This is an optimization exercise on Yosys and OpenROAD, whose aim is small area, a short achievable clock period and few clock cycles per item, not a production implementation.
RTL that was checked went through simulation tests only; none was proved equivalent to the original.
No functional check of the RTL was part of runs 1 to 3.
Power is estimated from default activity; no workload was simulated.

===== flow/run.sh =====
#!/bin/bash
# synth_recipe.tcl (not shown) runs the flow's synth.tcl, then flattens the netlist and writes it again
# the make line also repeats each setting of config.mk as NAME=value (left out here)
make -C /OpenROAD-flow-scripts/flow DESIGN_CONFIG=/design/flow/config.mk WORK_HOME=/design/flow/orfs CLKGATE_MAP_FILE= SYNTH_SCRIPT=/design/flow/synth_recipe.tcl finish

===== flow/config.mk =====
export PLATFORM = sky130hd
export DESIGN_NAME = sfd_tx
export DESIGN_NICKNAME = sfd_tx
export VERILOG_FILES = /design/flow/design.v
export SDC_FILE = /design/flow/constraint.sdc
export NUM_CORES = 4
export LEC_CHECK = 0
export CAP_MARGIN = 20
export CORE_MARGIN = 2
export CORE_UTILIZATION = 40
export PLACE_DENSITY = 0.6
export SLEW_MARGIN = 20

===== flow/constraint.sdc =====
create_clock -name core_clock -period 6.0 [get_ports {clk}]
set_input_delay 1.2000 -clock core_clock [delete_from_list [all_inputs] [get_ports {clk}]]
set_output_delay 1.2000 -clock core_clock [all_outputs]
set_load 0.01 [all_outputs]

===== flow/design.v =====
module sfd_tx (
    input  wire        clk,
    input  wire        rst,
    input  wire        in_valid,
    input  wire [7:0]  in_op,
    input  wire [7:0]  in_dest,
    input  wire [7:0]  in_byte,
    input  wire        in_last,
    input  wire        in_empty,
    output wire        in_ready,
    output wire        tx_valid,
    output wire [7:0]  tx_byte,
    input  wire        tx_ready
);
    localparam [7:0] MARKER       = 8'h1B;
    localparam [7:0] LIT_SENTINEL = 8'h1C;
    localparam [7:0] OP_DATA      = 8'h44;
    reg  [7:0]  buf_mem [0:31];
    reg  [4:0]  wp;            
    reg  [4:0]  rp;            
    reg  [5:0]  occ;           
    reg         in_cmd;        
    reg         col_isd;       
    reg  [7:0]  col_op;
    reg  [7:0]  col_dest;
    reg  [5:0]  cnt;           
    reg         pair;          
    reg         s_pend;        
    reg         col_closed;    
    reg         carry;         
    reg         carry_last;    
    reg         in_rdy;        
    reg         rdy_valid;
    reg  [7:0]  rdy_op;
    reg  [7:0]  rdy_dest;
    reg  [5:0]  rdy_len;
    reg         active;        
    reg  [5:0]  pos;           
    reg  [7:0]  out_op;
    reg  [7:0]  out_dest;
    reg  [5:0]  out_len;
    reg  [15:0] seq;
    reg         tx_v;
    reg  [7:0]  tx_b;
    assign in_ready = in_rdy;
    assign tx_valid = tx_v;
    assign tx_byte  = tx_b;
    wire        fire     = in_valid && in_rdy;
    wire        is_data  = in_cmd ? col_isd : (in_op == OP_DATA);
    wire        is_mk    = (in_byte == MARKER) && !in_empty;
    wire        is_m     = is_data && is_mk;
    wire        two      = is_m && pair;
    wire        c30      = (cnt == 6'd30);
    wire        c31      = (cnt == 6'd31);
    wire        nofit    = two && c31;
    wire [5:0]  cnt1     = cnt + 6'd1;
    wire [5:0]  cnt2     = cnt + 6'd2;
    wire [5:0]  ncnt     = two ? cnt2 : cnt1;
    wire        in_end   = in_last || in_empty;
    wire        close    = in_end || c31 || (c30 && two);
    wire [5:0]  close_len = in_empty ? cnt : nofit ? 6'd31 : ncnt;
    reg  [7:0]  hdr;
    always @(*) begin
        case (pos[3:0])
            4'd0, 4'd1, 4'd2: hdr = MARKER;
            4'd4:             hdr = seq[15:8];
            4'd5:             hdr = seq[7:0];
            4'd6:             hdr = out_op;
            4'd7:             hdr = out_dest;
            4'd9:             hdr = {2'b00, out_len};
            default:          hdr = 8'h00;
        endcase
    end
    wire        in_body  = (pos >= 6'd10);
    wire [7:0]  next_b   = in_body ? buf_mem[rp] : hdr;
    wire        adv      = !tx_v || tx_ready;
    wire        emit     = adv && active;
    wire        done     = emit && (pos == out_len + 6'd9);
    wire        want     = done || (adv && !active);
    wire        take_rdy = want && rdy_valid;
    wire        take_col = want && !rdy_valid && col_closed;
    wire        to_rdy   = col_closed && !take_col && (!rdy_valid || take_rdy);
    wire        col_move = take_col || to_rdy;
    wire        rd       = emit && in_body;
    wire        wr_in    = fire && !in_empty;
    wire        wr_s     = s_pend && (occ != 6'd32);
    wire        wr       = wr_in || wr_s;
    wire        full_n   = rd ? 1'b0 : ((occ == 6'd32) || (occ == 6'd31 && wr));
    wire        spend_n  = fire ? (two && !nofit) : (s_pend && !wr_s);
    wire        closed_n = (fire && close) || (col_closed && (col_move ? carry_last : 1'b1));
    always @(posedge clk) begin
        if (wr)
            buf_mem[wp] <= s_pend ? LIT_SENTINEL : in_byte;
        if (fire && !in_cmd) begin
            col_op   <= in_op;
            col_dest <= in_dest;
        end
        if (to_rdy) begin
            rdy_op   <= col_op;
            rdy_dest <= col_dest;
            rdy_len  <= cnt;
        end
        if (take_rdy) begin
            out_op   <= rdy_op;
            out_dest <= rdy_dest;
            out_len  <= rdy_len;
        end
        if (take_col) begin
            out_op   <= col_op;
            out_dest <= col_dest;
            out_len  <= cnt;
        end
        if (emit)
            tx_b <= next_b;
        else if (adv)
            tx_b <= MARKER;
    end
    always @(posedge clk) begin
        if (rst) begin
            wp         <= 5'd0;
            rp         <= 5'd0;
            occ        <= 6'd0;
            in_cmd     <= 1'b0;
            col_isd    <= 1'b0;
            cnt        <= 6'd0;
            pair       <= 1'b0;
            s_pend     <= 1'b0;
            col_closed <= 1'b0;
            carry      <= 1'b0;
            carry_last <= 1'b0;
            in_rdy     <= 1'b1;
            rdy_valid  <= 1'b0;
            active     <= 1'b0;
            pos        <= 6'd0;
            seq        <= 16'h0000;
            tx_v       <= 1'b0;
        end else begin
            if (wr)
                wp <= wp + 5'd1;
            if (rd)
                rp <= rp + 5'd1;
            occ    <= occ + {5'd0, wr} - {5'd0, rd};
            in_rdy <= !spend_n && !closed_n && !full_n;
            s_pend <= spend_n;
            if (adv) begin
                if (emit) begin
                    tx_v <= 1'b1;
                    if (done) begin
                        seq <= (seq == 16'hFFFE) ? 16'h0000 : seq + 16'd1;
                        pos <= 6'd0;
                    end else begin
                        pos <= pos + 6'd1;
                    end
                end else begin
                    tx_v <= take_rdy || take_col;
                    pos  <= 6'd1;
                end
            end
            if (want)
                active <= take_rdy || take_col;
            if (take_rdy)
                rdy_valid <= 1'b0;
            if (to_rdy)
                rdy_valid <= 1'b1;
            if (col_move) begin
                col_closed <= carry_last;
                cnt        <= carry ? 6'd1 : 6'd0;
                pair       <= carry;
                carry      <= 1'b0;
                carry_last <= 1'b0;
            end
            if (fire) begin
                in_cmd <= !in_end;
                if (!in_cmd)
                    col_isd <= (in_op == OP_DATA);
                if (close) begin
                    col_closed <= 1'b1;
                    cnt        <= close_len;
                    carry      <= nofit;
                    carry_last <= nofit && in_last;
                end else begin
                    cnt        <= ncnt;
                    pair       <= is_m && !pair;
                end
            end
        end
    end
endmodule

==> impl.org, run 1 <==
** Run status
- Result of the run :: timing/DRC/antenna clean

** Layout
- Relative to the synthesized area, the layout overhead comes to 13.7%.
- Ant diodes :: 0
- After the last flow step, the layout net total stands at 1072.
- In the final layout, the share of cells above drive strength 1 is 0.183.

** Synthesis
- Summed over all instances, the cell type with the most area after synthesis is sky130_fd_sc_hd__edfxtp_1.
- Of the post-synthesis cell area, the dominant cell type holds 0.607.
- The most used flip-flop cell after synthesis is sky130_fd_sc_hd__edfxtp_1.
- Of the total synthesized cell area, the portion taken by AND, OR, NAND and NOR gates is 0.0723.
- Of the total synthesized cell area, the portion taken by XOR and XNOR cells is 0.0190.
- Adder-cell share of the synthesized area :: 0.0214
- The synthesized design contains 384 register bits.
- After synthesis, the largest family of logic cells by area is multiplexers.
- Yosys attributes the largest share of cell area to sky130_fd_sc_hd__edfxtp_1 (61%), sky130_fd_sc_hd__mux4_2 (11%), sky130_fd_sc_hd__dfxtp_1 (7.5%), sky130_fd_sc_hd__nor2_1 (2.0%), sky130_fd_sc_hd__ha_1 (2.0%).
- Gate Count Post-Synth :: 972
- After synthesis, the netlist uses 78 different library cells.
- Yosys mapped a number of flops with a built-in enable equal to 324.
- After synthesis, the share of flip-flops with an asynchronous set or reset is 0.
- Summing every instance area after synthesis gives 0.0160 mm2.
- Share of synthesized area occupied by flip-flops and latches :: 0.682
- Synthesis warning total :: 1
- Share of cell area taken by muxes after synthesis :: 0.135
- Share of the synthesized area in compound gates (AO/OA/AOI/OAI) :: 0.0500
- Synth Net Count :: 1028
- Averaged over all synthesized cells, the footprint is 16.5 um2.

** Job
- Max-cap violations in this run came to 0.

** CTS
- The clock reaches the later pin of the worst-skew pair after 0.55 ns.
- Cell at the root of the clock tree :: sky130_fd_sc_hd__clkbuf_16
- Clock tree from TritonCTS :: done
- Counting the buffers created by CTS gives 40.
- Gates resized during post-CTS repair numbered 0.
- The H-tree was split into 2 levels.
- The longest clock path from root to sink contains 3 buffers.
- Post-CTS setup buffers :: 0
- Clock transition at the registers of the reported paths :: 0.06 ns
- Count of clock tree sinks :: 384
- CTS Hold Bufs :: 0

** Critical path
- For flop-to-flop paths, the worst setup slack is 2.15 ns.
- The worst setup path is launched from an input port.
- The critical path is of the in -> reg type.
- The number of cells on the worst reg-to-reg path is 17.
- Data on the critical path is required at its endpoint by 6.43 ns.
- The startpoint identified for the worst register-to-register timing path is pos[0].
- The most critical setup path has its startpoint at tx_ready.
- Crit end category :: flop
- Peak fanout along the critical path :: 16
- Critical path endpoint :: occ[4]
- In this run the critical register-to-register path is captured at occ[4].
- Worst Path Arrival :: 4.79 ns

** Route
- Total via count after detailed routing :: 8648
- Before antenna repair, the detailed router went through 5 iterations.
- First DRT Iteration DRCs :: 769
- After detailed routing, the number of vias per cell comes to 5.51.
- After detailed routing, the number of remaining DRC violations is 0.
- Residual antenna-violating net count after detailed routing :: 0
- Average detailed-routed wire length per instance :: 22.0 um
- The routed design has 34500 um of wire.

** STA
- Worst hold slack across all endpoints :: 0.455 ns
- The number of endpoints with negative hold slack in the final report was 0.
- Dividing the final minimum period by the clock period gives 0.728.
- Max Clock Skew :: 0.0208 ns
- Setup-violating endpoint count in the final report :: 0
- Transition time at the pin with the least slew margin :: 0.997 ns
- After layout, the minimum clock period comes to 4.37 ns.
- Derived from the worst setup path, the maximum achievable clock frequency is 229 MHz.
- Setup repair after global routing left no endpoint under its margin.
- Slew Viols, Final :: 0
- After routing, the total negative slack on setup checks comes to 0 ns.
- Worst max-slew margin expressed relative to the limit :: 0.333

** Global routing
- Across every metal layer, demand over resource in global routing totals 0.173.
- The via count of the first global-routing pass was 8703.
- Remaining global-route overflow :: 0
- Pin count of the biggest net entering global routing :: 51
- The first global-routing pass estimated 54200 um of wire.
- The number of antenna violations at the first check in global routing was 0.

** Floorplan
- 40 I/O pins were placed.
- For this configuration, the core starts out at a cell density of 0.405.
- Number of rows created at floorplan :: 73
- Full die area :: 0.0417 mm2
- Die height :: 204 um
- Horizontal extent of the die :: 204 um
- Core Area :: 0.0396 mm2

** Pwr
- Switching Fraction :: 0.214
- The analysis attributes to net switching a power of 1.21 mW.
- Total internal power :: 4.45 mW
- Power per standard cell area :: 310 mW/mm2
- Of the total power, combinational logic draws 0.053.
- Static leakage power :: 5.65 nW
- Of the total power, the clock network draws 0.419.
- The share of total power dissipated in sequential elements is 0.528.
- Across the VDD grid, the largest voltage drop is 0.189 mV.

** Worst hold path
- In this run the worst hold path is classified as reg -> reg.

** Placed design
- Last weighted congestion value of the routability-driven placer :: 0.822
- Port buffering added 39 buffers.
- After legalization and detailed placement, the total HPWL measured 22000 um.
power by group through the flow:
stage                     Clock [mW]  Sequential (mW)  Combinational (mW)
after floorplan                    0             3.03               0.194
after detailed placement           0             3.04               0.303
after global placement             0             3.04               0.299
final                           2.37             2.99               0.301
after global routing            2.52             2.99               0.340
after CTS                       2.42             2.99               0.304
synthesized netlist by cell type, types with 5 or more instances:
| master | n |
|---|---|
| sky130_fd_sc_hd__nand2_1 | 28 |
| sky130_fd_sc_hd__nand4_1 | 17 |
| sky130_fd_sc_hd__and3_1 | 9 |
| sky130_fd_sc_hd__clkbuf_1 | 29 |
| sky130_fd_sc_hd__mux4_2 | 80 |
| sky130_fd_sc_hd__nor4_1 | 13 |
| sky130_fd_sc_hd__a22oi_1 | 9 |
| sky130_fd_sc_hd__buf_1 | 9 |
| sky130_fd_sc_hd__mux2i_1 | 10 |
| sky130_fd_sc_hd__mux2_2 | 22 |
| sky130_fd_sc_hd__nand3_1 | 18 |
| sky130_fd_sc_hd__a221oi_1 | 5 |
| sky130_fd_sc_hd__edfxtp_1 | 324 |
| sky130_fd_sc_hd__xnor2_1 | 21 |
| sky130_fd_sc_hd__dfxtp_1 | 60 |
| sky130_fd_sc_hd__nor3_1 | 10 |
| sky130_fd_sc_hd__ha_1 | 25 |
| sky130_fd_sc_hd__buf_2 | 7 |
| sky130_fd_sc_hd__a31oi_1 | 7 |
| sky130_fd_sc_hd__inv_1 | 25 |
| sky130_fd_sc_hd__o21ai_0 | 12 |
| sky130_fd_sc_hd__xor2_1 | 12 |
| sky130_fd_sc_hd__a21oi_1 | 22 |
| sky130_fd_sc_hd__nor2_1 | 85 |
| sky130_fd_sc_hd__nor2b_1 | 9 |
registers in the layout, summed over array words and instances (netlist names), 5 cells and up, named ones only:
signal    cells
rdy_dest      8
rp            5
rdy_op        8
out_dest      8
tx_b          8
wp            5
buf_mem     256
col_op        8
occ           6
pos           6
out_len       6
col_dest      8
seq          16
out_op        8
cnt           6
rdy_len       6
cells in the final DEF, fill, tap and decap left out, types with 11 or more instances in the layout:
cell                              count
sky130_fd_sc_hd__edfxtp_1           324
sky130_fd_sc_hd__nor2_1              84
sky130_fd_sc_hd__mux4_2              80
sky130_fd_sc_hd__dfxtp_1             58
sky130_fd_sc_hd__clkbuf_16           41
sky130_fd_sc_hd__clkdlybuf4s50_1     39
sky130_fd_sc_hd__nand2_1             28
sky130_fd_sc_hd__inv_1               25
sky130_fd_sc_hd__ha_1                25
sky130_fd_sc_hd__mux2_2              22
sky130_fd_sc_hd__xnor2_1             21
sky130_fd_sc_hd__a21oi_1             21
sky130_fd_sc_hd__nand3_1             18
sky130_fd_sc_hd__nand4_1             17
sky130_fd_sc_hd__nor4_1              13
sky130_fd_sc_hd__buf_4               13
sky130_fd_sc_hd__xor2_1              12
sky130_fd_sc_hd__o21ai_0             12
sky130_fd_sc_hd__clkbuf_1            11
per-stage QoR:
step | total power, mW | std cells | instance area [um2] | utilization | setup WS (ns)
after floorplan | 3.23 | 972 | 16000 | - | 1.93
after global placement | 3.34 | 1498 | 17000 | 0.428 | 1.11
after detailed placement | 3.35 | 1498 | 17000 | 0.428 | 1.07
after CTS | 5.71 | 1568 | 18200 | 0.459 | 1.63
after global routing | 5.86 | 1569 | 18200 | 0.460 | 1.30
final | 5.66 | 1569 | 18200 | 0.460 | 1.63
cells by family (layout without fill, tap and decap cells):
family,Yosys count,after routing
AO/OA/AOI/OAI,109,109
buffers and inverters,78,150
flip-flops,384,384
AND/OR/NAND/NOR,227,227
XOR/XNOR,34,34
adder cells (fa/ha/maj),27,27
multiplexers,113,113
worst max-delay path: stages:
cell                              delay [ns]
sky130_fd_sc_hd__clkdlybuf4s50_1        0.50
sky130_fd_sc_hd__nor2b_4                0.19
sky130_fd_sc_hd__clkinv_1               0.42
sky130_fd_sc_hd__and2_1                 0.46
sky130_fd_sc_hd__nand2b_1               0.29
sky130_fd_sc_hd__clkinv_1               0.26
sky130_fd_sc_hd__ha_1                   0.34
sky130_fd_sc_hd__inv_1                  0.06
sky130_fd_sc_hd__ha_1                   0.15
sky130_fd_sc_hd__inv_1                  0.06
sky130_fd_sc_hd__fa_1                   0.40
sky130_fd_sc_hd__inv_1                  0.07
sky130_fd_sc_hd__a21oi_1                0.06
sky130_fd_sc_hd__nor2_1                 0.10
sky130_fd_sc_hd__nor2_1                 0.06
sky130_fd_sc_hd__xor2_1                 0.13
sky130_fd_sc_hd__nor2_1                 0.05
layout make-up:
cell class / count / area [um2]
timing repair buffer: 53 / 515
clock inverter: 15 / 124
inverter: 27 / 101
tap: 525 / 657
clock buffer: 55 / 1110
multi-input combinational: 510 / 4790
sequential: 384 / 10900
fill: 3438 / 21400
routing by layer:
metal	part of all wire	vias up	track usage
met3	0.044	57	0.0298
met4	0.024	0	0.0525
met2	0.47	217	0.270
met5	0	-	0
li1	-	3945	-
met1	0.46	4429	0.249
worst min path at each step:
stage,slack (ns),startpoint,depth (start not counted),end
after CTS,0.46,col_dest[0],0,rdy_dest[0]
final,0.46,col_dest[2],0,rdy_dest[2]
after global routing,0.48,col_dest[5],0,rdy_dest[5]
after global placement,0.43,col_op[5],0,rdy_op[5]
after detailed placement,0.44,col_dest[2],0,rdy_dest[2]
after floorplan,0.42,col_dest[0],0,rdy_dest[0]
==> run 2, diff against run 1 <==
--- a/flow/design.v
+++ b/flow/design.v
@@ -77,4 +77,5 @@
     wire        emit     = adv && active;
-    wire        done     = emit && (pos == out_len + 6'd9);
-    wire        want     = done || (adv && !active);
+    wire        pos_last = (pos == out_len + 6'd9);
+    wire        done     = emit && pos_last;
+    wire        want     = adv && (pos_last || !active);
     wire        take_rdy = want && rdy_valid;
@@ -84,6 +85,10 @@
     wire        rd       = emit && in_body;
+    wire [5:0]  occ_p1   = occ + 6'd1;
+    wire [5:0]  occ_m1   = occ - 6'd1;
+    wire        occ31    = (occ == 6'd31);
+    wire        occ32    = occ[5];
     wire        wr_in    = fire && !in_empty;
-    wire        wr_s     = s_pend && (occ != 6'd32);
+    wire        wr_s     = s_pend && !occ32;
     wire        wr       = wr_in || wr_s;
-    wire        full_n   = rd ? 1'b0 : ((occ == 6'd32) || (occ == 6'd31 && wr));
+    wire        full_n   = !rd && (occ32 || (occ31 && wr));
     wire        spend_n  = fire ? (two && !nofit) : (s_pend && !wr_s);
@@ -141,3 +146,6 @@
                 rp <= rp + 5'd1;
-            occ    <= occ + {5'd0, wr} - {5'd0, rd};
+            if (wr && !rd)
+                occ <= occ_p1;
+            else if (rd && !wr)
+                occ <= occ_m1;
             in_rdy <= !spend_n && !closed_n && !full_n;
--- a/flow/config.mk
+++ b/flow/config.mk
@@ -9,4 +9,4 @@
 export CORE_MARGIN = 2
-export CORE_UTILIZATION = 40
-export PLACE_DENSITY = 0.6
+export CORE_UTILIZATION = 65
+export PLACE_DENSITY = 0.75
 export SLEW_MARGIN = 20
==> run 2 against run 1 <==
Against the previous run:
- cell count shrank 13%
- largest cell class unchanged
- die area shrank 38%
- utilization grew 28 points
- maximum frequency decreased by 4.6%
- design area decreased by 1.6%
- still clean on timing, DRC and antenna
==> impl.org, run 2 <==
** Run status
- Result of the run :: timing/DRC/antenna clean

** Layout
- Most frequent cells in the layout :: sky130_fd_sc_hd__edfxtp_1 (324), sky130_fd_sc_hd__nor2_1 (80), sky130_fd_sc_hd__mux4_2 (80)
- The register with the most flip-flops in the layout has 256 of them.
- Share of post-route cells with drive strength above 1 :: 0.195
- Signed area change from the synthesized netlist to the final layout :: 12.9%
- Fill cells in the final layout number 1415.
- The sequential cells in the finished layout cover a total of 0.0109 mm2.
- Post-route non-filler standard cell count :: 1358
- Measured on the finished design, the core utilization comes to 0.742.
- For this run, the post-layout net count is 1055.
- Leaving out fill and tap cells, the most frequent cell in the layout is sky130_fd_sc_hd__edfxtp_1.
- Summing all multi-input logic gate instances after layout gives 0.00475 mm2.
- 0 antenna diodes ended up in the layout.

** CTS
- Inserted Clock Buffers :: 40
- Count of clock tree sinks :: 384
- TritonCTS built the clock tree.
- Cell at the root of the clock tree :: sky130_fd_sc_hd__clkbuf_16
- Latest clock arrival within the worst-skew pair :: 0.55 ns
- Htree depth :: 2
- Clock transition at the registers of the reported paths :: 0.06 ns
- Number of buffers on the longest clock path :: 3
- Once the clock tree was built, the resizer swapped 0 gates to a different size.
- Post-CTS setup buffers :: 0
- Buffers inserted to repair hold after CTS numbered 0.

** Placed design
- Total placed cells including tap cells :: 1286
- Number of buffers inserted by port buffering :: 39
- Last weighted congestion value of the routability-driven placer :: 0.854
- Summed over all nets, the half-perimeter wirelength after detailed placement is 21700 um.

** Critical path
- Crit path kind :: in -> reg
- Traced cell by cell, the critical path runs through clkdlybuf4s50_1 -> nor2b_1 -> buf_4 -> inv_1 -> nand2_1 -> nor2_1 -> inv_1 -> ha_1 -> inv_1 -> ha_1 -> a21o_1 -> a21o_1 -> a211o_1 -> o211ai_1 -> xnor2_1 -> nor2_1.
- The largest individual stage delay along the critical path comes from the cell sky130_fd_sc_hd__clkdlybuf4s50_1.
- Peak fanout along the critical path :: 13
- The critical path contains buffers and inverters numbering 5 combined.
- For the worst setup path, the data required time is 6.39 ns.
- Grouping stages by cell kind, the critical path spends the most delay in buffers and inverters.
- The worst setup path is captured at a flop.
- Setup slack on the worst reg-to-reg path comes out at 2.00 ns.
- The cell that appears most often on the critical path is sky130_fd_sc_hd__inv_1.
- In this run the critical register-to-register path is launched from pos[1].
- Worst Setup SP :: tx_ready
- The worst setup path is launched from an input port.
- Worst Path Arrival :: 4.97 ns
- On the worst path, the slowest cell contributes a delay of 0.47 ns.

** STA
- Hold Vio Cnt, Final :: 0
- Total Negative Setup Slacks :: 0 ns
- Based on the critical path, the design can be clocked at up to 218 MHz.
- The clock arrives with 0.0252 ns of skew.
- Slew Viols, Final :: 0
- The clock period could shrink to 4.58 ns.
- Setup-violating endpoint count in the final report :: 0
- Worst hold slack across all endpoints :: 0.444 ns
- Setup repair after global routing left no endpoint under its margin.
- Measured against its own limit, the worst slew margin works out to 0.289.
- Transition time at the pin with the least slew margin :: 1.05 ns
- Fraction of the cycle the final worst path needs :: 0.763

** Synthesis
- Synthesis warning total :: 1
- Of the total synthesized cell area, the portion taken by XOR and XNOR cells is 0.0191.
- Largest area contributor in the synthesized netlist :: sky130_fd_sc_hd__edfxtp_1
- Counting every net in the synthesized netlist gives 1004.
- Share of synthesized area occupied by flip-flops and latches :: 0.688
- By area the synthesized netlist is led by sky130_fd_sc_hd__edfxtp_1 (61%), sky130_fd_sc_hd__mux4_2 (11%), sky130_fd_sc_hd__dfxtp_1 (7.6%), sky130_fd_sc_hd__nor2_1 (1.9%), sky130_fd_sc_hd__mux2_2 (1.6%).
- Of the total synthesized cell area, the portion taken by full adders, half adders and majority gates is 0.0170.
- Share of cell area taken by muxes after synthesis :: 0.136
- In this run, distinct cell masters in the synthesized netlist total 64.
- Library cell with the highest instance count after synthesis :: sky130_fd_sc_hd__edfxtp_1
- Mean instance size in the synthesized netlist :: 16.7 um2
- Of the total synthesized cell area, the portion taken by AND, OR, NAND and NOR gates is 0.0737.
- Synth Register Bits :: 384
- The share of synthesized area in the top cell type comes to 0.613.
- For this run, the leading register cell type out of synthesis is sky130_fd_sc_hd__edfxtp_1.
- Fraction of registers with async set/reset :: 0
- After synthesis, the largest family of logic cells by area is multiplexers.
- Number of synthesized flops with an enable pin :: 324
- Synthesis handed over a netlist of 953 instances.
- The post-synthesis compound-gate area fraction came to 0.0514.
- By count the netlist is led by sky130_fd_sc_hd__edfxtp_1 (324), sky130_fd_sc_hd__nor2_1 (81), sky130_fd_sc_hd__mux4_2 (80).
- Summing every instance area after synthesis gives 0.0159 mm2.

** Floorplan
- Pin placement for this block handled 40 I/O pins.
- The die is 160 um wide.
- From bottom edge to top edge, the die measures 160 um.
- Initial Utilization :: 0.657
- The region available for standard cell placement spans 0.0242 mm2.
- Number of rows created at floorplan :: 57
- Full die area :: 0.0257 mm2

** Route
- For this block, the initial DRC count from the detailed router was 838.
- Routed signal wires occupy layers up through met4.
- Wirelength, routed :: 35100 um
- Remaining routing DRC violations :: 0
- Total via count after detailed routing :: 8960
- Using the TritonRoute via totals, the vias-per-cell ratio works out to 6.60.
- Met2 wire len :: 18000 um
- The first TritonRoute pass finished after 5 iterations.
- Detailed routing placed a total of 2360 um of wire on met3.
- The detailed router put a total of 13400 um of wire on met1.
- In this run the remaining antenna-violating nets after routing total 0.
- Average detailed-routed wire length per instance :: 25.9 um

** Worst hold path
- Startpoint of the worst hold path :: col_dest[2]
- The worst hold path belongs to the class reg -> reg.

** Global routing
- All-Layer GR Usage :: 0.284
- The number of antenna violations at the first check in global routing came to 0.
- Number of global-route vias before repair :: 9204
- After global routing the overflow that remains totals 0.
- Wire length of the first global-routing pass :: 54600 um
- Pin count of the biggest net entering global routing :: 54

** Pwr
- Power per standard cell area :: 317 mW/mm2
- For this design the static power due to leakage is 5.70 nW.
- IR analysis of the VDD net gives a maximum drop of 0.335 mV.
- The completed layout was analyzed and its total power is 5.69 mW.

** Job
- The tool flagged a number of max-cap violations equal to 0.
run 2: cell count changes in the layout (fill, tap and decap cells not counted), sizes merged, moves of 7 or more:
cell and delta:
a22oi -7, clkbuf -8, inv -8, nand2 +15
nor4 -8
run 2: power by group:
part           leakage [nW]  switching [mW]  internal (mW)
clock network         0.649            1.02           1.45
logic                  1.62           0.158         0.0975
registers              3.43          0.0317           2.94
run 2: final cells by class:
cell class	count	area share
multi-input cells	512	0.265
clock buffers	47	0.0590
inverters	15	0.00314
repair buffers	51	0.0268
well taps	324	0.0226
clock inverters	25	0.0141
flip-flops and latches	384	0.610
run 2: stage by stage:
step	worst slack (ns)	area [um2]
after CTS	1.45	17900
after floorplan	2.12	15900
after detailed placement	0.948	16600
after global routing	1.08	17900
after global placement	1.10	16600
final	1.42	17900
run 2: cell families (layout without fill, tap and decap cells):
family,count (synthesis),after routing
AND/OR/NAND/NOR,229,229
XOR/XNOR,33,33
buffers and inverters,57,138
flip-flops,384,384
multiplexers,113,113
AO/OA/AOI/OAI,116,116
adder cells (fa/ha/maj),21,21
run 2: worst paths after layout:
check | to | cells past startpoint
max | occ[5] | 16
min | rdy_dest[2] | 0
max reg2reg | occ[5] | 14
min reg2reg | rdy_dest[2] | 0
run 2: per-layer routing:
metal | up-vias | track usage
li1 | 3901 | -
met1 | 4547 | 0.374
met2 | 403 | 0.486
met3 | 109 | 0.0418
met4 | 0 | 0.113
met5 | - | 0
==> run 3, diff against run 2 <==
--- a/flow/config.mk
+++ b/flow/config.mk
@@ -11,2 +11,3 @@
 export PLACE_DENSITY = 0.75
+export SETUP_SLACK_MARGIN = 3.3
 export SLEW_MARGIN = 20
==> run 3 against run 2 <==
Against the previous run:
- sequential share of layout area fell by 2.0 points
- hold slack gained 0.0030 ns
- total power decreased by 2.2%
- critical path depth is 8 lower
- via count up 2.3%
- setup slack gained 1.8 ns
- highest routed layer unchanged
==> impl.org, run 3 <==
** Pwr
- Summed over all cells, the static leakage comes to 5.93 nW.
- Power per standard cell area :: 300 mW/mm2
- Max rail drop VDD :: 0.330 mV

** Layout
- Signed area change from the synthesized netlist to the final layout :: 16.8%
- The repair_antennas step left the layout with diodes totalling 0.
- The library cells used most frequently in the layout, excluding fill and tap cells, are sky130_fd_sc_hd__edfxtp_1 (324), sky130_fd_sc_hd__mux4_2 (80), sky130_fd_sc_hd__dfxtp_1 (55).
- The register with the most flip-flops in the layout has 256 of them.
- Leaving out fill and tap cells, the most frequent cell in the layout is sky130_fd_sc_hd__edfxtp_1.
- In the final layout, the multi-input gates occupy 0.00511 mm2.
- For this run, the share of the core covered by cells in the final layout is 0.767.
- Across the whole layout, storage elements account for 0.0109 mm2.
- Fill cell instance count of the final layout :: 1280
- Share of post-route cells with drive strength above 1 :: 0.276
- Post-layout net count :: 1087

** Job
- Maxcap violations :: 0

** Synthesis
- Synth Net Count :: 1004
- For this run, the leading register cell type out of synthesis is sky130_fd_sc_hd__edfxtp_1.
- Most used standard cells in the synthesized netlist :: sky130_fd_sc_hd__edfxtp_1 (324), sky130_fd_sc_hd__nor2_1 (81), sky130_fd_sc_hd__mux4_2 (80)
- Mean instance size in the synthesized netlist :: 16.7 um2
- Summed over all instances, the cell type with the most area after synthesis is sky130_fd_sc_hd__edfxtp_1.
- Main area contributors after synthesis :: sky130_fd_sc_hd__edfxtp_1 (61%), sky130_fd_sc_hd__mux4_2 (11%), sky130_fd_sc_hd__dfxtp_1 (7.6%), sky130_fd_sc_hd__nor2_1 (1.9%), sky130_fd_sc_hd__mux2_2 (1.6%)
- The share of the Yosys chip area taken by registers is 0.688.
- Synth Register Bits :: 384
- Yosys mapped the design onto 64 distinct sky130hd cell types.
- Yosys mapped a number of flops with a built-in enable equal to 324.
- In the post-synthesis netlist, the cell with the most instances is sky130_fd_sc_hd__edfxtp_1.
- Synthesis warning total :: 1
- Gate Count Post-Synth :: 953
- Cell area after technology mapping :: 0.0159 mm2
- For this run, asynchronously set or reset flops after synthesis account for 0.
- Proportion of netlist area held by the largest area contributor :: 0.613

** STA
- Fraction of the cycle the final worst path needs :: 0.465
- Period minus WS final :: 2.79 ns
- The final number of max-transition violations is 0.
- Headroom to the max-slew limit came out at 0.376.
- Based on the critical path, the design can be clocked at up to 359 MHz.
- On the final layout, the worst clock skew is 0.0245 ns.
- Transition time at the pin with the least slew margin :: 0.934 ns
- Total Negative Setup Slacks :: 0 ns
- Hold Vio Cnt, Final :: 0
- Setup repair after global routing could not meet its margin everywhere.
- Setup-violating endpoint count in the final report :: 0

** Floorplan
- From left edge to right edge, the die measures 160 um.
- The floorplan has 57 rows.
- The region available for standard cell placement spans 0.0242 mm2.
- Pin placement for this block handled 40 I/O pins.
- Initial Utilization :: 0.657
- Full die area :: 0.0257 mm2
- The die is 160 um tall.

** Route
- Number of search-and-repair iterations in the first detailed-routing pass :: 5
- Met2 wire len :: 19600 um
- In this run, the number of DRC markers left after iteration 0 of detailed routing was 1058.
- In the routed layout, each cell is associated on average with a via count of 6.60.
- Detailed routing placed a total of 2400 um of wire on met3.
- Remaining routing DRC violations :: 0
- Routed signal wires occupy layers up through met4.
- After detailed routing, the total wire length is 37400 um.
- Total via count after detailed routing :: 9165
- Post-Route M1 WL :: 14000 um
- Residual antenna-violating net count after detailed routing :: 0
- Average detailed-routed wire length per instance :: 27.0 um

** Worst hold path
- For hold timing, the worst endpoint is rdy_dest[3].
- Number of stages on the worst hold path :: 0
- The startpoint identified for the worst hold timing path is col_dest[3].
- Hold Path Class :: reg -> reg

** Global routing
- All-Layer GR Usage :: 0.298
- Remaining global-route overflow :: 0
- The via count of the first global-routing pass was 9334.
- Entering global routing, the biggest net connects 41 pins.
- The first global-routing pass estimated 56800 um of wire.
- The number of antenna violations at the first check in global routing was 0.

** Critical path
- In this run the critical register-to-register path is launched from pos[3].
- Of all nets on the critical path, the largest fanout is 8.
- Nature of the critical path startpoint :: input port
- Crit path kind :: in -> reg
- The worst register-to-register path has a setup slack of 3.33 ns.
- Worst Path Arrival :: 2.96 ns
- The worst register-to-register path has a depth of 13.
- For the worst setup path, the data required time is 6.18 ns.
- The endpoint identified for the worst register-to-register timing path is occ[5].
- STA classifies the critical path endpoint as a flop.

** Run status
- The run finished with no timing, DRC or antenna violations.

** CTS
- The H-tree was split into 2 levels.
- The clock net in this run drives a total of 384 sinks.
- At the later pin of the worst-skew pair, clock insertion delay measures 0.54 ns.
- The clock passes through at most 3 buffers.
- CTS Hold Bufs :: 0
- Clock tree from TritonCTS :: done
- Clock transition at the registers of the reported paths :: 0.06 ns
- CTS placed an instance of sky130_fd_sc_hd__clkbuf_16 at the clock tree root.
- Counting the buffers created by CTS gives 38.

** Placed design
- The wire-length estimate of the detail-placed layout is 21600 um.
- Last weighted congestion value of the routability-driven placer :: 0.937
- Number of buffers inserted by port buffering :: 39
## run 3: worst max-delay path by stage
stage                        start        endpoint
final                     in_valid  buf_mem[10][5]
after global routing      in_valid  buf_mem[14][4]
after CTS                 in_valid  buf_mem[19][3]
after detailed placement  tx_ready          occ[5]
after global placement    tx_ready          occ[5]
after floorplan           tx_ready          occ[5]
## run 3: logic make-up (layout without fill, tap and decap cells)
kind of cell,after synthesis,count (layout),synth area share
AOI/OAI and AO/OA,116,116,0.0514
xor gates and xnor gates,33,33,0.0191
adders and majority gates,21,21,0.0170
buffers and inverters,57,165,0.0147
DFF,384,384,0.688
muxes,113,114,0.136
and+or+nand+nor,229,231,0.0737
## run 3: layer usage
metal / vias up / track usage
li1: 3963 / -
met1: 4635 / 0.393
met2: 473 / 0.514
met3: 94 / 0.0385
met4: 0 / 0.120
met5: - / 0
## run 3: timing repair
| action | CTS | global route |
|---|---|---|
| setup endpoints to repair | 361 | 226 |
| pin swaps | 19 | 9 |
| setup buffers | 29 | 4 |
| gates cloned | 3 | 0 |
| gates resized for setup | 73 | 20 |
## run 3: area by class of cell
| class | count | share of cell area |
|---|---|---|
| Clock inverter | 9 | 0.00533 |
| Inverter | 15 | 0.00357 |
| Timing Repair Buffer | 82 | 0.0452 |
| Multi-Input combinational cell | 515 | 0.275 |
| Clock buffer | 59 | 0.0589 |
| Sequential cell | 384 | 0.590 |
| Tap cell | 324 | 0.0218 |
## run 3: power breakdown
| group | internal, mW | switching (mW) |
|---|---|---|
| Clock | 1.31 | 0.986 |
| Sequential | 2.94 | 0.0334 |
| Combinational | 0.122 | 0.177 |
## run 3: critical path, cell delays in order
cell	delay, ns
sky130_fd_sc_hd__clkdlybuf4s15_1	0.18
sky130_fd_sc_hd__and2_4	0.16
sky130_fd_sc_hd__nand2b_4	0.07
sky130_fd_sc_hd__o21ai_4	0.09
sky130_fd_sc_hd__buf_12	0.15
sky130_fd_sc_hd__buf_12	0.10
sky130_fd_sc_hd__nand2_1	0.41
sky130_fd_sc_hd__nor2_2	0.60
## run 3: stage by stage
| stage | power, mW | hold WS, ns | cell area (um2) | cells | worst slack (ns) |
|---|---|---|---|---|---|
| floorplan | 3.18 | 0.422 | 16000 | 953 | 2.91 |
| global placement | 3.27 | 0.427 | 16700 | 1284 | 2.11 |
| detailed placement | 3.28 | 0.432 | 16700 | 1284 | 2.07 |
| CTS | 5.57 | 0.446 | 18500 | 1384 | 3.29 |
| global route | 5.70 | 0.462 | 18600 | 1388 | 3.17 |
| finish | 5.56 | 0.447 | 18600 | 1388 | 3.21 |
==> run 4, diff against run 3 <==
--- a/flow/design.v
+++ b/flow/design.v
@@ -18,5 +18,4 @@
     reg  [7:0]  buf_mem [0:31];
-    reg  [4:0]  wp;            
-    reg  [4:0]  rp;            
-    reg  [5:0]  occ;           
+    reg  [5:0]  wp;            
+    reg  [5:0]  rp;            
     reg         in_cmd;        
@@ -40,3 +39,3 @@
     reg  [7:0]  out_dest;
-    reg  [5:0]  out_len;
+    reg  [5:0]  out_end;       
     reg  [15:0] seq;
@@ -47,2 +46,8 @@
     assign tx_byte  = tx_b;
+    function [5:0] inc6(input [5:0] x);
+        inc6 = x ^ {&x[4:0], &x[3:0], &x[2:0], &x[1:0], x[0], 1'b1};
+    endfunction
+    function [4:0] inc5(input [4:0] x);
+        inc5 = x ^ {&x[3:0], &x[2:0], &x[1:0], x[0], 1'b1};
+    endfunction
     wire        fire     = in_valid && in_rdy;
@@ -55,4 +60,4 @@
     wire        nofit    = two && c31;
-    wire [5:0]  cnt1     = cnt + 6'd1;
-    wire [5:0]  cnt2     = cnt + 6'd2;
+    wire [5:0]  cnt1     = inc6(cnt);
+    wire [5:0]  cnt2     = {inc5(cnt[5:1]), cnt[0]};
     wire [5:0]  ncnt     = two ? cnt2 : cnt1;
@@ -69,3 +74,3 @@
             4'd7:             hdr = out_dest;
-            4'd9:             hdr = {2'b00, out_len};
+            4'd9:             hdr = {2'b00, out_end - 6'd9};
             default:          hdr = 8'h00;
@@ -74,6 +79,6 @@
     wire        in_body  = (pos >= 6'd10);
-    wire [7:0]  next_b   = in_body ? buf_mem[rp] : hdr;
+    wire [7:0]  next_b   = in_body ? buf_mem[rp[4:0]] : hdr;
     wire        adv      = !tx_v || tx_ready;
     wire        emit     = adv && active;
-    wire        pos_last = (pos == out_len + 6'd9);
+    wire        pos_last = (pos == out_end);
     wire        done     = emit && pos_last;
@@ -85,6 +90,6 @@
     wire        rd       = emit && in_body;
-    wire [5:0]  occ_p1   = occ + 6'd1;
-    wire [5:0]  occ_m1   = occ - 6'd1;
-    wire        occ31    = (occ == 6'd31);
-    wire        occ32    = occ[5];
+    wire [5:0]  wp1      = wp + 6'd1;
+    wire [5:0]  rp_lap   = {~rp[5], rp[4:0]};
+    wire        occ31    = (wp1 == rp_lap);
+    wire        occ32    = (wp == rp_lap);
     wire        wr_in    = fire && !in_empty;
@@ -97,3 +102,3 @@
         if (wr)
-            buf_mem[wp] <= s_pend ? LIT_SENTINEL : in_byte;
+            buf_mem[wp[4:0]] <= s_pend ? LIT_SENTINEL : in_byte;
         if (fire && !in_cmd) begin
@@ -110,3 +115,3 @@
             out_dest <= rdy_dest;
-            out_len  <= rdy_len;
+            out_end  <= rdy_len + 6'd9;
         end
@@ -115,3 +120,3 @@
             out_dest <= col_dest;
-            out_len  <= cnt;
+            out_end  <= cnt + 6'd9;
         end
@@ -124,5 +129,4 @@
         if (rst) begin
-            wp         <= 5'd0;
-            rp         <= 5'd0;
-            occ        <= 6'd0;
+            wp         <= 6'd0;
+            rp         <= 6'd0;
             in_cmd     <= 1'b0;
@@ -143,9 +147,5 @@
             if (wr)
-                wp <= wp + 5'd1;
+                wp <= wp1;
             if (rd)
-                rp <= rp + 5'd1;
-            if (wr && !rd)
-                occ <= occ_p1;
-            else if (rd && !wr)
-                occ <= occ_m1;
+                rp <= rp + 6'd1;
             in_rdy <= !spend_n && !closed_n && !full_n;
--- a/flow/config.mk
+++ b/flow/config.mk
@@ -11,3 +11,3 @@
 export PLACE_DENSITY = 0.75
-export SETUP_SLACK_MARGIN = 3.3
+export SETUP_SLACK_MARGIN = 3.6
 export SLEW_MARGIN = 20
==> run 4 against run 3 <==
Against the previous run:
- sequential share of layout area decreased by 3.3 points
- critical endpoint is now cnt[5]
- utilization increased by 3.9 points
- register-to-register slack improved by 0.13 ns
- setup slack improved by 0.24 ns
- via count increased by 5.1%
- clock power increased by 3%
- still clean on timing, DRC and antenna
- clock skew decreased by 0.014 ns
- critical path depth decreased by 1
- non-clock buffer count increased by 40
==> impl.org, run 4 <==
** Global routing
- All-Layer GR Usage :: 0.284
- After global routing the overflow that remains totals 0.
- Wire length of the first global-routing pass :: 54400 um
- The number of antenna violations at the first check in global routing was 0.
- The via count of the first global-routing pass was 9183.
- Entering global routing, the biggest net connects 38 pins.

** CTS
- Cell at the root of the clock tree :: sky130_fd_sc_hd__clkbuf_16
- Clock tree synthesis found a total of 380 sinks.
- Clock transition at the registers of the reported paths :: 0.06 ns
- Clock tree from TritonCTS :: done
- In this run the deepest clock path goes through 3 buffers.
- Htree depth :: 2
- CTS Hold Bufs :: 0
- The number of clock buffers added by TritonCTS is 39.
- At the later pin of the worst-skew pair, clock insertion delay measures 0.53 ns.

** Critical path
- At the worst endpoint, the arrival time is 2.98 ns.
- Crit path kind :: in -> reg
- R2r worst-path depth :: 7
- Nature of the critical path startpoint :: input port
- STA classifies the critical path endpoint as a flop.
- Ordered list of cells on the worst path :: buf_6 -> nand3b_1 -> or4_4 -> nor3b_4 -> nor2_2 -> a21o_1 -> a2111oi_2
- The largest individual stage delay along the critical path comes from the cell sky130_fd_sc_hd__or4_4.
- Worst reg2reg path endpoint :: rdy_op[6]
- Delay of the slowest critical-path stage :: 0.59 ns
- Largest delay share family, worst path :: simple AND/OR/NAND/NOR gates
- Worst Setup SP :: in_byte[2]
- Critical register-to-register path startpoint :: out_end[2]
- At the worst endpoint, the required time is 6.43 ns.
- Total number of cells along the worst setup path :: 7
- Buffering stage count on the worst path with inverters included :: 1
- Critical path endpoint :: cnt[5]
- In this run the worst path has a maximum fanout of 4.
- Across all register-to-register paths, the minimum setup slack is 3.46 ns.

** Worst hold path
- The worst hold path belongs to the class reg -> reg.
- Startpoint of the worst hold path :: col_op[7]

** Synthesis
- Count of cell types in the netlist :: 73
- The most common cell in the synthesized netlist is sky130_fd_sc_hd__edfxtp_1.
- Ranked by total cell area, the synthesized netlist is headed by sky130_fd_sc_hd__edfxtp_1 (61%), sky130_fd_sc_hd__mux4_2 (9.9%), sky130_fd_sc_hd__dfxtp_1 (7.1%), sky130_fd_sc_hd__nor2_1 (2.2%), sky130_fd_sc_hd__mux2_2 (1.6%).
- After synthesis, the most frequently instantiated cells are sky130_fd_sc_hd__edfxtp_1 (324), sky130_fd_sc_hd__nor2_1 (93), sky130_fd_sc_hd__mux4_2 (70).
- Synth Net Count :: 1036
- Summed over all instances, the cell type with the most area after synthesis is sky130_fd_sc_hd__edfxtp_1.
- Each instance of the synthesized netlist takes up on average 16.1 um2.
- Counting every instance in the synthesized netlist gives 987.
- Cell area after technology mapping :: 0.0159 mm2
- Proportion of netlist area held by the largest area contributor :: 0.613
- The synthesized design contains 324 enable-type register cells.
- Among all flip-flop cells after synthesis, the most frequent one is sky130_fd_sc_hd__edfxtp_1.
- Synthesis inferred 380 register bits.
- For this run, the number of Yosys warnings is 1.
- Fraction of registers with async set/reset :: 0
- Share of synthesized area occupied by flip-flops and latches :: 0.683

** Placed design
- Last weighted congestion value of the routability-driven placer :: 0.856
- During placement, the flow inserted port buffers numbering 39.
- Detailed placement ended at an HPWL of 20900 um.

** STA
- Setup repair after global routing could not meet its margin everywhere.
- Worst max-slew margin expressed relative to the limit :: 0.478
- Setup violations remaining at the end of the flow were counted as 0.
- Worst hold slack across all endpoints :: 0.452 ns
- The final number of max-transition violations is 0.
- Highest clock frequency the design can meet :: 392 MHz
- Max Clock Skew :: 0.0107 ns
- Of the available clock period, the critical path in the final layout requires 0.425.
- For the pin with the worst max-slew slack, the measured transition is 0.781 ns.
- After layout, the minimum clock period comes to 2.55 ns.
- Total Negative Setup Slacks :: 0 ns
- The number of endpoints with negative hold slack in the final report is 0.

** Layout
- Largest register FFs :: 256
- Share of post-route cells with drive strength above 1 :: 0.313
- Most common cell after layout, fill and taps aside :: sky130_fd_sc_hd__edfxtp_1
- After the last flow step, the layout net total stands at 1158.
- For this run, the share of the core covered by cells in the final layout is 0.807.
- Most frequent cells in the layout :: sky130_fd_sc_hd__edfxtp_1 (324), sky130_fd_sc_hd__mux4_2 (70), sky130_fd_sc_hd__nor2_1 (54)
- Signed area change from the synthesized netlist to the final layout :: 22.8%
- 0 antenna diodes ended up in the layout.

** Pwr
- For this design the static power due to leakage is 6.26 nW.
- Max rail drop VDD :: 0.285 mV
- Power comes to 5.51 mW.
- In this run the power density over the cells is 283 mW/mm2.

** Route
- Average detailed-routed wire length per instance :: 26.3 um
- Residual antenna-violating net count after detailed routing :: 0
- Using the TritonRoute via totals, the vias-per-cell ratio works out to 6.59.
- Number of search-and-repair iterations in the first detailed-routing pass :: 6
- Summed over all layers, the routed wires come to 38500 um.
- Total via count after detailed routing :: 9634
- The detailed router finished its first iteration with 1055 violations.
- In the routed design, unresolved DRC markers number 0.

** Floorplan
- For this configuration, the core starts out at a cell density of 0.657.
- 40 I/O pins were placed.
- Horizontal extent of the die :: 160 um
- Core Area :: 0.0242 mm2
- In this run the vertical extent of the chip is 160 um.
- The die covers 0.0257 mm2.
- Number of rows created at floorplan :: 57

** Job
- Across the run, the number of max-cap violations was 0.

** Run status
- Result of the run :: timing/DRC/antenna clean
run 4: cell count changes in the layout (fill, tap and decap cells not counted), sizes merged, moves of 9 or more:
cell | before | now
buf | 45 | 87
clkdlybuf4s50 | 26 | 10
clkinv | 5 | 20
nor2 | 82 | 95
clkdlybuf4s15 | 1 | 11
mux4 | 80 | 70
xor2 | 15 | 25
mux2i | 11 | 20
run 4: how the worst min path moves through the flow:
stage	end	slack, ns	cells after the start
final	rdy_op[7]	0.45	0
after global routing	rdy_op[1]	0.46	0
after CTS	rdy_op[7]	0.45	0
after detailed placement	rdy_op[7]	0.44	0
after global placement	rdy_dest[5]	0.44	0
after floorplan	rdy_dest[0]	0.42	0
run 4: power by group:
| part | internal, mW | leakage [nW] | total [mW] | switching, mW |
|---|---|---|---|---|
| clock network | 1.38 | 0.602 | 2.37 | 0.987 |
| registers | 2.90 | 3.40 | 2.92 | 0.0212 |
| logic | 0.0811 | 2.26 | 0.227 | 0.146 |
| total | 4.36 | 6.26 | 5.51 | 1.15 |
run 4: layout make-up:
cell class                 count  area [um2]
clock buffer                  46        1050
clock inverter                25         195
fill                        1230        4670
inverter                      17        76.3
multi-input combinational    549        5560
sequential                   380       10900
tap                          324         405
timing repair buffer         122        1350
run 4: timing repair:
item                                    4_1_cts  5_1_grt
pin swaps                                    36       22
setup buffers                                37       34
endpoints found under the hold margin         0        0
endpoints found under the setup margin      407      343
resized for setup                           109       60
gates cloned                                  4        2
run 4: worst reg2reg max path: stages (launching register included):
cell and delay, ns:
sky130_fd_sc_hd__edfxtp_1 0.49, sky130_fd_sc_hd__xnor2_1 0.25, sky130_fd_sc_hd__and4_2 0.43, sky130_fd_sc_hd__nand2_1 0.14, sky130_fd_sc_hd__a21o_1 0.35, sky130_fd_sc_hd__xnor2_2 0.26, sky130_fd_sc_hd__nor2_4 0.16, sky130_fd_sc_hd__buf_12 0.16
run 4: metrics by stage:
stage | worst slack [ns] | cells | cell area, um2
3_5_place_dp | 2.02 | 1315 | 17000
5_1_grt | 3.42 | 1463 | 19500
6_report | 3.45 | 1463 | 19500
4_1_cts | 3.41 | 1427 | 19000
3_3_place_gp | 2.07 | 1315 | 17000
2_1_floorplan | 2.99 | 987 | 16300
run 4: logic make-up (layout without fill, tap and decap cells):
group                      Yosys count  count (layout)  share of synthesized area
AOI/OAI and AO/OA                  117             118                     0.0533
xor gates and xnor gates            48              48                     0.0265
buffers and inverters               61             210                     0.0174
DFF                                380             380                      0.683
and+or+nand+nor                    248             250                     0.0759
muxes                              113             113                      0.128
adders and majority gates           20              20                     0.0156
run 4: layer usage:
layer	vias to the layer above	global-route usage	wire length, um
li1	4155	-	-
met1	4908	0.428	15600
met2	501	0.436	18700
met3	70	0.0439	3210
met4	0	0.0950	1040
met5	-	0	0
Testbench counts of run 4, summed over its fixed seeds: cycles 47,582, bytes 31,638.
==> run 5, diff against run 4 <==
--- a/flow/config.mk
+++ b/flow/config.mk
@@ -10,4 +10,5 @@
 export CORE_UTILIZATION = 65
+export CTS_BUF_LIST = sky130_fd_sc_hd__clkbuf_4 sky130_fd_sc_hd__clkbuf_8
 export PLACE_DENSITY = 0.75
-export SETUP_SLACK_MARGIN = 3.6
+export SETUP_SLACK_MARGIN = 3.3
 export SLEW_MARGIN = 20
==> run 5 against run 4 <==
Against the previous run:
- die area unchanged
- critical path type unchanged
- sequential power about the same
- global-route usage down 1.3 points
- clock-buffer cell count up 43
- hold slack worse by 0.0037 ns
- total power down 2.6%
- critical endpoint is now buf_mem[27][1]
- clock skew up 0.011 ns
- sequential share of layout area up 2.5 points
- design area down 4.3%
- critical path depth down 1
==> impl.org, run 5 <==
** Pwr
- Of the total power, the share spent switching nets is 0.212.
- Static leakage power :: 6.09 nW
- In this run the power density over the cells is 288 mW/mm2.
- Max rail drop VDD :: 0.232 mV
- The internal power of the cells totals 4.23 mW.
- Portion of total power attributed to the clock network :: 0.418
- Power share of the sequential group :: 0.543
- Combinational Power Share :: 0.038
- In this run the power spent charging and discharging nets is 1.14 mW.
- The completed layout was analyzed and its total power is 5.37 mW.

** Global routing
- The via count of the first global-routing pass came to 9236.
- Remaining global-route overflow :: 0
- All-Layer GR Usage :: 0.271
- The first global-routing pass estimated 52900 um of wire.
- Entering global routing, the biggest net connects 38 pins.
- Antenna violations before repair :: 0

** CTS
- Inserted Clock Buffers :: 58
- Number of buffers on the longest clock path :: 3
- The clock net in this run drives a total of 380 sinks.
- TritonCTS built the clock tree.
- In this run the clock root is driven by a sky130_fd_sc_hd__clkbuf_8.
- CTS Hold Bufs :: 0
- At the later pin of the worst-skew pair, clock insertion delay measures 0.61 ns.
- In this run the number of H-tree levels came out at 2.
- Clock transition at the registers of the reported paths :: 0.06 ns

** STA
- In the post-route analysis, the smallest setup slack over all paths is 3.33 ns.
- Worst hold slack across all endpoints :: 0.448 ns
- The number of endpoints with negative hold slack in the final report was 0.
- Fraction of the cycle the final worst path needs :: 0.445
- Transition time at the pin with the least slew margin :: 0.670 ns
- Setup violations remaining at the end of the flow were counted as 0.
- After routing, the total negative slack on setup checks comes to 0 ns.
- The final number of max-transition violations was 0.
- Highest clock frequency the design can meet :: 374 MHz
- Headroom to the max-slew limit came out at 0.553.
- Setup repair after global routing could not meet its margin everywhere.
- Max Clock Skew :: 0.0218 ns
- Period minus WS final :: 2.67 ns

** Synthesis
- Synth Net Count :: 1036
- Of the total synthesized cell area, the portion taken by AND, OR, NAND and NOR gates is 0.0759.
- For this run, the leading register cell type out of synthesis is sky130_fd_sc_hd__edfxtp_1.
- Most used standard cells in the synthesized netlist :: sky130_fd_sc_hd__edfxtp_1 (324), sky130_fd_sc_hd__nor2_1 (93), sky130_fd_sc_hd__mux4_2 (70)
- Adder-cell share of the synthesized area :: 0.0156
- Main combinational cell family by area after synthesis :: multiplexers
- Share of the synthesized area in compound gates (AO/OA/AOI/OAI) :: 0.0533
- Library cell with the highest instance count after synthesis :: sky130_fd_sc_hd__edfxtp_1
- After synthesis, the share of flip-flops with an asynchronous set or reset is 0.
- After technology mapping, the gate count stands at 987.
- Share of synthesized area occupied by flip-flops and latches :: 0.683
- The synthesized design contains 380 register bits.
- Main area contributors after synthesis :: sky130_fd_sc_hd__edfxtp_1 (61%), sky130_fd_sc_hd__mux4_2 (9.9%), sky130_fd_sc_hd__dfxtp_1 (7.1%), sky130_fd_sc_hd__nor2_1 (2.2%), sky130_fd_sc_hd__mux2_2 (1.6%)
- For this run, the number of Yosys warnings is 1.
- The portion of synthesized area spent on multiplexers is 0.128.
- Xor-xnor portion of the synthesized cell area :: 0.0265
- Counting flops with a built-in enable in the synthesized netlist gives 324.
- The share of synthesized area in the top cell type comes to 0.613.
- Largest area contributor in the synthesized netlist :: sky130_fd_sc_hd__edfxtp_1
- Mean instance size in the synthesized netlist :: 16.1 um2
- The synthesized netlist contains 73 unique library cells.
- The cell area that synthesis handed to floorplanning was 0.0159 mm2.

** Critical path
- Most used cell along the critical path :: sky130_fd_sc_hd__nor2_2
- STA classifies the critical path endpoint as a flop.
- Data on the critical path is required at its endpoint by 6.24 ns.
- For this run, the slowest stage of the critical path takes 0.50 ns.
- Among cell families on the critical path, the largest total delay comes from simple AND/OR/NAND/NOR gates.
- The worst setup path is launched from an input port.
- Ordered list of cells on the worst path :: clkdlybuf4s50_1 -> nand2_1 -> nor2_2 -> o221ai_4 -> buf_12 -> nor2_2
- Of all nets on the critical path, the largest fanout is 9.
- Crit path kind :: in -> reg
- For this design, the slowest cell found on the critical path is sky130_fd_sc_hd__clkdlybuf4s50_1.
- STA puts the critical path data arrival time at 2.92 ns.
- R2r worst-path depth :: 5
- Counting buffers and inverters, the worst setup path is 6 cells deep.
- Buffering stage count on the worst path with inverters included :: 2
- Reg-to-reg slack, setup :: 3.38 ns
- In this run the critical register-to-register path is captured at tx_b[4].

** Floorplan
- 40 I/O pins were placed.
- For this configuration, the core starts out at a cell density of 0.657.
- Core Area :: 0.0242 mm2
- Horizontal extent of the die :: 160 um
- The floorplan has 57 rows.
- Die height :: 160 um
- The die covers 0.0257 mm2.

** Placed design
- The count of buffers added on input and output ports is 39.
- Once placement finished, the instance area stood at 0.0166 mm2.
- Dpl hpwl :: 20500 um
- DP Worst Slack :: 1.84 ns
- Last weighted congestion value of the routability-driven placer :: 0.856
- Total placed cells including tap cells :: 1316

** Layout
- Of the cells placed in the final design, the portion with a size suffix greater than 1 is 0.283.
- 0 antenna diodes ended up in the layout.
- The net count of the finished layout is 1134.
- Once layout is complete, the utilization of the core stands at 0.772.
- Once layout is complete, the cells apart from fillers number 1459.
- The register with the most flip-flops in the layout has 256 of them.
- After routing the design area is 0.0187 mm2.
- Compared with the post-synthesis result, the final layout area differs by 17.5%.
- The top cell types in the final layout, fill and taps aside, are sky130_fd_sc_hd__edfxtp_1 (324), sky130_fd_sc_hd__mux4_2 (70), sky130_fd_sc_hd__clkbuf_8 (68).
- Most common cell after layout, fill and taps aside :: sky130_fd_sc_hd__edfxtp_1

** Route
- The highest metal layer carrying signal wires in the routed design is met4.
- Average detailed-routed wire length per instance :: 23.4 um
- Summed over all nets, wire length on met3 after detailed routing comes to 2700 um.
- First DRT Iteration DRCs :: 879
- For this run, the detailed router's first-pass iteration total came to 5.
- Total via count after detailed routing :: 9248
- Post-Route M1 WL :: 14300 um
- Once detail routing completed, the nets flagged for antenna violations numbered 0.
- Via-per-instance ratio :: 6.34
- After detailed routing, the met2 layer carries 16400 um of wire.
- After detailed routing, the total wire length is 34100 um.
- Remaining routing DRC violations :: 0

** Worst hold path
- Destination of the worst hold path :: rdy_dest[5]
- The worst hold path begins at col_dest[5].
- The min-delay analysis places its worst path in the category reg -> reg.
- Counting instances, the worst hold path has a depth of 0.

** Run status
- The flow ran to the end and the layout has no timing, DRC or antenna violations.

** Job
- The tool flagged a number of max-cap violations equal to 0.
-- run 5: area by class of cell --
| cell class | count | area, um2 |
|---|---|---|
| Sequential cell | 380 | 10900 |
| Timing Repair Buffer | 80 | 846 |
| Clock buffer | 89 | 1090 |
| Tap cell | 324 | 405 |
| Fill cell | 1363 | 5510 |
| Inverter | 17 | 65.1 |
| Clock inverter | 21 | 164 |
| Multi-Input combinational cell | 548 | 5240 |
-- run 5: worst max path at each step --
stage / slack, ns / startpoint / endpoint
finish: 3.33 / in_valid / buf_mem[27][1]
global route: 3.27 / in_valid / buf_mem[27][1]
CTS: 3.23 / pos[2] / rdy_dest[3]
detailed placement: 1.84 / tx_ready / seq[14]
global placement: 1.96 / tx_ready / seq[1]
floorplan: 2.99 / tx_ready / out_end[4]
-- run 5: power groups by stage --
stage	Clock, mW	Combinational [mW]	Sequential, mW
global route	2.39	0.224	2.92
global placement	0	0.175	2.97
finish	2.25	0.206	2.92
CTS	2.27	0.195	2.92
detailed placement	0	0.179	2.97
floorplan	0	0.104	2.97
-- run 5: per-layer routing --
layer  global-route usage  vias to the layer above
met1                0.401                     4662
li1                     -                     4119
met4               0.0860                        0
met3               0.0475                       63
met2                0.423                      404
met5                    0                        -
-- run 5: repair_timing --
action | 4_1_cts | 5_1_grt
gates resized for setup | 89 | 27
endpoints found under the setup margin | 362 | 256
gates cloned | 1 | 1
pin swaps | 8 | 15
buffers inserted | 17 | 14
endpoints found under the hold margin | 0 | 0
-- run 5: cell families (layout without fill, tap and decap cells) --
group | Yosys count | after routing
buffers and inverters | 61 | 207
XOR/XNOR | 48 | 48
AND/OR/NAND/NOR | 248 | 249
adder cells (fa/ha/maj) | 20 | 20
multiplexers | 113 | 113
AO/OA/AOI/OAI | 117 | 118
flip-flops | 380 | 380
==> run 6, diff against run 5 <==
--- a/flow/config.mk
+++ b/flow/config.mk
@@ -10,3 +10,2 @@
 export CORE_UTILIZATION = 65
-export CTS_BUF_LIST = sky130_fd_sc_hd__clkbuf_4 sky130_fd_sc_hd__clkbuf_8
 export PLACE_DENSITY = 0.75
==> run 6 against run 5 <==
Against the previous run:
- global-route usage increased by 0.93 points
- hold slack got worse by 0.0064 ns
- area after synthesis unchanged
- total power increased by 0.39%
- non-clock buffer count increased by 10
- clock-buffer cell count decreased by 40
- critical path type is now reg -> reg
- largest power group unchanged
==> impl.org, run 6 <==
** Run status
- The flow ran to the end and the layout has no timing, DRC or antenna violations.

** Route
- Summing over every cut layer, the via total after detailed routing is 9216.
- The detail route stage leaves a number of antenna-violating nets equal to 0.
- After detailed routing, the total wire length is 34800 um.
- First DRT Iteration DRCs :: 952
- The pre-antenna-repair detailed-routing pass consisted of 5 iterations.
- Using the TritonRoute via totals, the vias-per-cell ratio works out to 6.46.
- Average detailed-routed wire length per instance :: 24.4 um
- Remaining routing DRC violations :: 0

** CTS
- No sink is reached through more buffers than the 3 on the longest clock path.
- After clock tree synthesis, the clock-pin slew on the worst setup and hold paths is 0.06 ns.
- Cell at the root of the clock tree :: sky130_fd_sc_hd__clkbuf_16
- The clock tree synthesis step divided the H-tree into 2 levels.
- Buffers inserted during clock tree synthesis total 38.
- Latest clock arrival within the worst-skew pair :: 0.53 ns
- TritonCTS built the clock tree.
- For this design, the sink count on the clock tree is 380.
- CTS Hold Bufs :: 0

** STA
- Highest clock frequency the design can meet :: 377 MHz
- RSZ-0062 raised after global routing :: yes
- Transition time at the pin with the least slew margin :: 0.673 ns
- The number of endpoints with negative hold slack in the final report was 0.
- Worst hold slack across all endpoints :: 0.442 ns
- Setup-violating endpoint count in the final report :: 0
- Fraction of the cycle the final worst path needs :: 0.442
- Between clock sinks in the finished design, the worst skew comes to 0.0164 ns.
- Headroom to the max-slew limit came out at 0.552.
- The final number of max-transition violations is 0.
- Period minus WS final :: 2.65 ns
- Total Negative Setup Slacks :: 0 ns

** Placed design
- At the end of routability-driven placement, the weighted congestion stood at 0.856.
- The wire-length estimate of the detail-placed layout is 20500 um.
- Counting tap cells, the placed design contains a total of 1316 instances.
- Cell Area, Placed :: 0.0166 mm2
- In this run the tool buffered the top-level ports with 39 buffer cells.

** Synthesis
- Cell area after technology mapping :: 0.0159 mm2
- Gate Count Post-Synth :: 987
- Most used standard cells in the synthesized netlist :: sky130_fd_sc_hd__edfxtp_1 (324), sky130_fd_sc_hd__nor2_1 (93), sky130_fd_sc_hd__mux4_2 (70)
- In the post-synthesis netlist, the cell with the most instances is sky130_fd_sc_hd__edfxtp_1.
- Mean instance size in the synthesized netlist :: 16.1 um2
- The largest total area in the synthesized netlist belongs to sky130_fd_sc_hd__edfxtp_1.
- Synth Net Count :: 1036
- Number of synthesized flops with an enable pin :: 324
- Synthesis warning total :: 1
- Of the post-synthesis cell area, the dominant cell type holds 0.613.
- The most used flip-flop cell after synthesis is sky130_fd_sc_hd__edfxtp_1.
- Share of synthesized area occupied by flip-flops and latches :: 0.683
- Synth Register Bits :: 380
- By area the synthesized netlist is led by sky130_fd_sc_hd__edfxtp_1 (61%), sky130_fd_sc_hd__mux4_2 (9.9%), sky130_fd_sc_hd__dfxtp_1 (7.1%), sky130_fd_sc_hd__nor2_1 (2.2%), sky130_fd_sc_hd__mux2_2 (1.6%).
- For this run, asynchronously set or reset flops after synthesis account for 0.
- In this run, distinct cell masters in the synthesized netlist total 73.

** Floorplan
- Number of I/O pins :: 40
- The die covers 0.0257 mm2.
- In this run the horizontal extent of the chip is 160 um.
- Die height :: 160 um
- Initial Utilization :: 0.657
- In this run the core area contains 57 standard-cell rows.
- After floorplanning, the core was sized to cover 0.0242 mm2.

** Critical path
- Worst Path Arrival :: 2.92 ns
- The worst setup path is captured at a flop.
- Largest delay share family, worst path :: multiplexers
- The worst setup path is launched from a flop.
- Buffering stage count on the worst path with inverters included :: 1
- R2r worst-path depth :: 5
- Critical path endpoint :: tx_b[4]
- Reg-to-reg slack, setup :: 3.35 ns
- The most numerous cell type found on the critical path is sky130_fd_sc_hd__mux4_2.
- Peak fanout along the critical path :: 28
- Crit path kind :: reg -> reg
- Worst reg2reg path endpoint :: tx_b[4]
- Total number of cells along the worst setup path :: 5
- Worst path slowest cell :: sky130_fd_sc_hd__dfxtp_4
- Walking the worst path, the cells encountered are buf_4 -> mux4_2 -> mux4_2 -> o2111ai_1 -> nand3_1.
- The largest single stage delay on the critical path is 0.58 ns.
- Req. time, crit path :: 6.26 ns

** Layout
- After filler insertion, the fill cell instance count of the layout stands at 1327.
- Post-layout net count :: 1124
- The library cell used most frequently in the layout, excluding fill and tap cells, is sky130_fd_sc_hd__edfxtp_1.
- After routing the design area is 0.0187 mm2.
- The register with the most flip-flops in the layout has 256 of them.
- In the layout the commonest cells are sky130_fd_sc_hd__edfxtp_1 (324), sky130_fd_sc_hd__mux4_2 (70), sky130_fd_sc_hd__nor2_1 (55).
- For this run, the share of the core covered by cells in the final layout is 0.774.
- Ant diodes :: 0
- Signed area change from the synthesized netlist to the final layout :: 17.8%
- Of the cells placed in the final design, the portion with a size suffix greater than 1 is 0.254.
- Post-route non-filler standard cell count :: 1427

** Global routing
- The number of antenna violations at the first check in global routing came to 0.
- For this run, the total global-route usage over all layers was measured as 0.281.
- Remaining global-route overflow :: 0
- The via count of the first global-routing pass was 9184.
- Wire length of the first global-routing pass :: 54200 um
- Pin count of the biggest net entering global routing :: 38

** Pwr
- Power per standard cell area :: 288 mW/mm2
- Max rail drop VDD :: 0.252 mV
- For this design the static power due to leakage is 5.97 nW.

** Job
- The tool flagged a number of max-cap violations equal to 0.

** Worst hold path
- The worst hold path belongs to the class reg -> reg.
==> run 6: cell counts after synthesis <==
Identical to the previous run, type by type.
==> run 6: area by class of cell <==
type / instances / area, um2 / area share
Clock inverter: 19 / 164 / 0.00876
Inverter: 17 / 65.1 / 0.00348
Multi-Input combinational cell: 548 / 5260 / 0.281
Sequential cell: 380 / 10900 / 0.581
Clock buffer: 49 / 1030 / 0.0553
Tap cell: 324 / 405 / 0.0217
Timing Repair Buffer: 90 / 915 / 0.0489
==> run 6: kinds of logic after synthesis <==
group                      Yosys count  share of synthesized area
adders and majority gates           20                     0.0156
xor gates and xnor gates            48                     0.0265
AOI/OAI and AO/OA                  117                     0.0533
buffers and inverters               61                     0.0174
muxes                              113                      0.128
DFF                                380                      0.683
and+or+nand+nor                    248                     0.0759
==> run 6: through the flow <==
stage	worst slack [ns]	total power, mW
after global routing	3.27	5.54
after CTS	3.25	5.41
after detailed placement	1.84	3.15
final	3.35	5.39
after global placement	1.96	3.15
after floorplan	2.99	3.07
==> run 6: timing repair <==
action / 4_1_cts / 5_1_grt
setup endpoints to repair: 356 / 127
gates cloned: 1 / 1
pin swaps: 24 / 7
buffers inserted: 31 / 10
resized for setup: 103 / 18
==> run 6: layer usage <==
metal  part of all wire  wire length, um  track usage  up-vias
met1               0.41            14300        0.417     4616
met2               0.47            16400        0.429      441
met3              0.084             2910       0.0542       87
li1                   -                -            -     4072
met4              0.033             1140       0.0946        0
met5                  0                0            0        -
==> run 6: worst min-delay path by stage <==
stage	from	cells past startpoint	to	slack, ns
final	col_dest[5]	0	rdy_dest[5]	0.44
after global routing	col_dest[5]	0	rdy_dest[5]	0.46
after CTS	col_dest[5]	0	rdy_dest[5]	0.44
after detailed placement	col_dest[5]	0	rdy_dest[5]	0.43
after global placement	col_dest[5]	0	rdy_dest[5]	0.43
after floorplan	col_dest[0]	0	rdy_dest[0]	0.42
==> run 6: worst register-to-register path, stage by stage, from the launching register on <==
cell	delay [ns]
sky130_fd_sc_hd__dfxtp_4	0.58
sky130_fd_sc_hd__buf_4	0.46
sky130_fd_sc_hd__mux4_2	0.40
sky130_fd_sc_hd__mux4_2	0.50
sky130_fd_sc_hd__o2111ai_1	0.32
sky130_fd_sc_hd__nand3_1	0.13
==> run 6: where the power goes <==
part	total (mW)	internal, mW	switching [mW]
Clock	2.27	1.31	0.963
Sequential	2.92	2.90	0.0208
Combinational	0.202	0.0719	0.130
Total	5.39	4.28	1.11

## afterwards: timing with drivers on the ports
Ports are ideal in the flow. The routed layouts listed here were re-timed in OpenROAD. Step 1: set_driving_cell puts a clkbuf_16 on clk and a buf_2 on each other input, an assumption about the parent block. Step 2 times the ports against the registers' clock, not the clock port: input delays grow and output delays shrink by t, the midpoint of the rising clock arrivals with the driver on. a / b / c = ideal / step 1 / step 2; a / b = the first two.
| run | t, ns | slack for setup (ns) |
|---|---|---|
| run 1 | 0.593 | 1.632 / 1.664 / 1.071 |
| run 2 | 0.591 | 1.422 / 1.449 / 0.858 |
| run 3 | 0.577 | 3.211 / 3.231 / 2.653 |
| run 4 | 0.577 | 3.449 / 3.465 / 2.894 |
| run 5 | 0.646 | 3.329 / 3.351 / 2.705 |
| run 6 | 0.575 | 3.345 / 3.295 / 2.811 |
After both steps setup and hold are still met in every run listed.
